From an optimization exercise on the open Yosys and OpenROAD flow, aimed at small area, a short achievable clock period and few clock cycles per item; shortcuts taken in it are not production practice. Power figures rest on the tool's default switching activity, not on a simulated workload.

Setup of v9:
==> flow/design.v <==
module olidx_voice_codec (
    input  wire       clk,
    input  wire       rst,         
    input  wire       in_valid,
    output wire       in_ready,
    input  wire [7:0] in_data,
    input  wire       in_unpack,   
    output wire       out_valid,
    input  wire       out_ready,
    output wire [7:0] out_data,
    output wire       out_last,
    output wire [6:0] out_chk
);
    function automatic dec_cons(input m, input v, input [4:0] s);
        begin
            if (!v && !m)     dec_cons = (s <= 5'd20);
            else if (!v)      dec_cons = !(s == 5'd11 || s == 5'd14 || s == 5'd17 || s == 5'd20);
            else if (!m)      dec_cons = 1'b1;
            else              dec_cons = !(s == 5'd9 || s == 5'd15 || s == 5'd16);
        end
    endfunction
    function automatic dec_prod(input m, input v, input [4:0] s);
        begin
            if (!v && !m)     dec_prod = !(s == 5'd11 || (s >= 5'd13 && s <= 5'd19));
            else if (!v)      dec_prod = 1'b1;
            else if (!m)      dec_prod = !(s == 5'd9 || s == 5'd15 || s == 5'd16);
            else              dec_prod = 1'b1;
        end
    endfunction
    reg        mode;        
    reg  [2:0] sec;         
    reg  [4:0] k;           
    reg        r_cons, r_prod, r_need, r_send;
    reg  [2:0] hb;          
    reg  [4:0] hc;          
    reg  [7:0] hd;          
    reg  [5:0] he;          
    reg  [7:0] hf;          
    reg  [7:0] ir;
    reg        ir_u, ir_v;
    reg  [7:0] o_data;
    reg        o_v, o_last;
    reg        p_v, p_first, p_in_s;   
    reg  [6:0] ck;
    reg  [7:0] s_data;
    reg        s_v, s_last;
    reg        rdy;
    wire voice = (sec == 3'd6);
    wire first = (sec == 3'd0) && (k == 5'd0);
    wire lastb = voice && (k == 5'd28);
    wire cons  = r_cons;
    wire prod  = r_prod;
    wire need  = r_need;
    wire send  = r_send;
    wire go    = (!need || ir_v) && (!prod || !s_v);
    wire push  = go && prod;
    wire take  = go && cons;
    wire ld_o  = !o_v || out_ready;
    wire [2:0] sec_a  = send ? (voice ? 3'd0 : sec + 3'd1) : sec;
    wire [4:0] k_a    = send ? 5'd0 : k + 5'd1;
    wire [2:0] sec_n  = go ? sec_a : sec;
    wire [4:0] k_n    = go ? k_a : k;
    wire       v_a    = (sec_a == 3'd6);
    wire       cons_a = dec_cons(mode, v_a, k_a);
    wire       prod_a = dec_prod(mode, v_a, k_a);
    wire       need_a = cons_a || (mode && (v_a ? (k_a == 5'd9 || k_a == 5'd15 || k_a == 5'd16)
                                                : (k_a == 5'd11 || k_a == 5'd14 || k_a == 5'd17)));
    wire       send_a = v_a ? (k_a == 5'd28) : (mode ? (k_a == 5'd20) : (k_a == 5'd24));
    wire       cons_n = go ? cons_a : cons;
    wire       prod_n = go ? prod_a : prod;
    wire sv1  = !s_v && push && lastb;                        
    wire sv0  = s_v ? o_v : (push && (lastb || o_v));         
    wire irv1 = rdy || (ir_v && !take);                        
    wire irv0 = !rdy && ir_v && !take;                         
    wire ov1  = s_v || (push && !lastb);
    wire rd1  = cons_n && (!prod_n || !sv1);
    wire rd0  = cons_n && (!prod_n || !sv0);
    reg s_v_n, rdy_n, o_v_n, ir_v_n;
    always @* begin
        ir_v_n = in_valid ? irv1 : irv0;
        if (out_ready) begin
            s_v_n = sv1; o_v_n = ov1;
            rdy_n = !ir_v_n || rd1;
        end else begin
            s_v_n = sv0; o_v_n = o_v || ov1;
            rdy_n = !ir_v_n || rd0;
        end
    end
    wire       ck_en = p_v && !(o_v && o_last);
    wire [6:0] ck_n  = (p_first ? 7'd0 : ck) - (p_in_s ? s_data[6:0] : o_data[6:0]);
    wire       in_s1 = lastb;
    wire       in_s0 = lastb || o_v;
    reg [7:0] b;
    always @* begin
        b = ir;
        if (!mode && !voice) begin
            case (k)
                5'd12: b = {4'b0, ir[1:0], hb[1:0]};
                5'd20: b = {1'b0, ir[3:0], hb};
                5'd21: b = {3'b0, hc};
                5'd22: b = hd;
                5'd23: b = {2'b0, he};
                5'd24: b = hf;
                default: b = ir;
            endcase
        end else if (!mode) begin
            case (k)
                5'd8:  b = {3'b0, ir[4:0]};
                5'd10: b = {4'b0, ir[0], hb};
                5'd17: b = {1'b0, ir[2:0], hd[2:0], hc[2]};
                default: b = ir;
            endcase
        end else if (!voice) begin
            case (k)
                5'd11: b = {6'b0, ir[1:0]};
                5'd12: b = {6'b0, ir[3:2]};
                5'd13: b = {5'b0, ir[2:0]};
                5'd14: b = {6'b0, ir[1:0]};
                5'd15: b = {5'b0, ir[4:2]};
                5'd17: b = {7'b0, ir[0]};
                5'd18: b = {3'b0, ir[5:1]};
                5'd20: b = {4'b0, hd[6:3]};
                default: b = ir;
            endcase
        end else begin
            case (k)
                5'd8:  b = {3'b0, ir[4:0]};
                5'd9:  b = {5'b0, ir[2:0]};
                5'd10: b = {7'b0, ir[3]};
                5'd15: b = {7'b0, ir[0]};
                5'd16: b = {5'b0, ir[3:1]};
                5'd17: b = {5'b0, ir[6:4]};
                default: b = ir;
            endcase
        end
    end
    always @(posedge clk) begin
        if (rdy) begin
            ir   <= in_data;
            ir_u <= in_unpack;
        end
        if (go && first)
            mode <= ir_u;
        if (rst) begin
            sec   <= 3'd0;
            k     <= 5'd0;
            r_cons <= 1'b1;              
            r_prod <= 1'b1;
            r_need <= 1'b1;
            r_send <= 1'b0;
            rdy   <= 1'b1;
            ir_v  <= 1'b0;
            s_v   <= 1'b0;
            o_v   <= 1'b0;
            p_v   <= 1'b0;
            ck    <= 7'd0;
        end else begin
            sec   <= sec_n;
            k     <= k_n;
            if (go) begin
                r_cons <= cons_a;
                r_prod <= prod_a;
                r_need <= need_a;
                r_send <= send_a;
            end
            rdy   <= rdy_n;
            ir_v  <= ir_v_n;
            s_v   <= s_v_n;
            o_v   <= o_v_n;
            if (ck_en)
                ck <= ck_n;
            if (push) begin
                p_v     <= 1'b1;
                p_first <= first;
                p_in_s  <= out_ready ? in_s1 : in_s0;
            end else begin
                if (ck_en)
                    p_v <= 1'b0;
                if (ld_o)
                    p_in_s <= 1'b0;
            end
        end
    end
    always @(posedge clk) begin
        if (k == 5'd9 || k == 5'd11 || k == 5'd13) hb <= ir[2:0];
        if (k == 5'd14) hc[1:0] <= ir[1:0];
        if (k == 5'd15) hc[4:2] <= ir[2:0];
        if ((k == 5'd13 && mode) || (k == 5'd16 && !mode)) hd <= ir;
        if (k == 5'd17) he[0] <= ir[0];
        if (k == 5'd18) he[5:1] <= ir[4:0];
        if (k == 5'd19) hf <= ir;
    end
    always @(posedge clk) begin
        if (rst) begin
            o_data <= 8'd0;
            o_last <= 1'b0;
        end else if (ld_o) begin
            o_data <= s_v ? s_data : b;
            o_last <= s_v && s_last;
        end
        if (!s_v) begin
            s_data <= b;
            s_last <= lastb;
        end
    end
    assign in_ready  = rdy;
    assign out_valid = o_v;
    assign out_data  = o_data;
    assign out_last  = o_last;
    assign out_chk   = ck;
endmodule
export LEC_CHECK = 0
export ABC_CLOCK_PERIOD_IN_PS = 2500
export CAP_MARGIN = 20
export CORE_MARGIN = 2
export CORE_UTILIZATION = 40
export CTS_BUF_LIST = sky130_fd_sc_hd__clkbuf_8
export PLACE_DENSITY = 0.6
export SETUP_SLACK_MARGIN = 5
export SLEW_MARGIN = 20
create_clock -name core_clock -period 9.0 [get_ports {clk}]
standard.sh (not shown) runs the stock make flow with config.mk's settings and CLKGATE_MAP_FILE= SYNTH_SCRIPT=/design/flow/synth_recipe.tcl, a recipe that flattens the netlist after the stock synthesis.
==> flow/flow/run.sh <==
#!/bin/bash
# Standard ORFS layout (the standard.sh) with a tighter timing-repair
# target, no footprint restriction on resizing and plain buffers on the ports.
# The full make output goes to standard.log in this folder.
bash standard.sh SETUP_SLACK_MARGIN=6.3 MATCH_CELL_FOOTPRINT=0 'BUFFER_PORTS_ARGS=-buffer_cell sky130_fd_sc_hd__buf_2'  finish > standard.log 2>&1
Input-level comparison between v39 and v9:
--- a/flow/design.v
+++ b/flow/design.v
@@ -37,13 +37,13 @@
     reg  [5:0] he;          
     reg  [7:0] hf;          
     reg  [7:0] ir;
-    reg        ir_u, ir_v;
+    reg        ir_v;
     reg  [7:0] o_data;
     reg        o_v, o_last;
     reg        p_v, p_first, p_in_s;   
     reg  [6:0] ck;
     reg  [7:0] s_data;
-    reg        s_v, s_last;
+    reg        s_v;
     reg        rdy;
     wire voice = (sec == 3'd6);
     wire first = (sec == 3'd0) && (k == 5'd0);
@@ -135,12 +135,10 @@
         end
     end
     always @(posedge clk) begin
-        if (rdy) begin
-            ir   <= in_data;
-            ir_u <= in_unpack;
-        end
-        if (go && first)
-            mode <= ir_u;
+        if (!ir_v || take)
+            ir <= in_data;
+        if (rdy && in_valid && ((first && !ir_v) || (take && lastb)))
+            mode <= in_unpack;
         if (rst) begin
             sec   <= 3'd0;
             k     <= 5'd0;
@@ -196,12 +194,10 @@
             o_last <= 1'b0;
         end else if (ld_o) begin
             o_data <= s_v ? s_data : b;
-            o_last <= s_v && s_last;
-        end
-        if (!s_v) begin
+            o_last <= s_v && first;
+        end
+        if (!s_v)
             s_data <= b;
-            s_last <= lastb;
-        end
     end
     assign in_ready  = rdy;
     assign out_valid = o_v;
==> results.txt <==
- v39 gives less count of cell instances traversed by the critical path than v9 did.
- v39: proportion of total power due to net switching 0.76 points above v9
- As of v39, sequential power had fallen by a few percent compared to v9.
- Fill cell total of the finished layout: v9 and v39 compared, higher one is v39
- Relative contribution of combinational cells to total power ended up 0.3 points lower on v39 than on v9.
- v39 vs v9, actual slew at the worst max-slew pin went up by 0.22 ns.
- v39 against v9: length in cells of the worst reg-to-reg path shows an increase of 1; worst hold slack after final layout went up 0.017 ns; summed instance area of the synthesized netlist higher; final instance area shows an increase of 3.1%; highest clock frequency the design can meet saw an increase.
- [v39] global-route usage rose 0.67 points relative to v9
- Instance count after placement with tap cells included was lower in v9 than in v39.
- Between v39 and v9, it is v39 whose die area is higher, by about 3%.
Function was not checked in any run of this note: the RTL went through the layout flow alone.

## static timing again, ports no longer ideal
The results above use ideal ports. As a check the final layouts listed here were re-extracted and re-timed, cells and wires unchanged.
Step 1, drivers: a clkbuf_16 drives clk and a buf_2 each remaining input, both assumed.
Step 2, shift: input delay + t, output delay - t, t = (earliest + latest rising clock arrival at the registers) / 2. This alone moves slack from input paths to output paths.
Three values: ideal ports, drivers, drivers and shift; two values: the first two.
run	shift t [ns]	setup slack, ns	worst slew at a driven data input, ns
v9	0.391	6.268 / 6.240 / 6.084	0.04
v39	0.410	6.341 / 6.308 / 5.986	0.03
After both steps every run listed still meets setup and hold. For v39, which loses most, drivers alone change the setup slack by -0.033 ns; drivers and shift together by -0.355 ns.
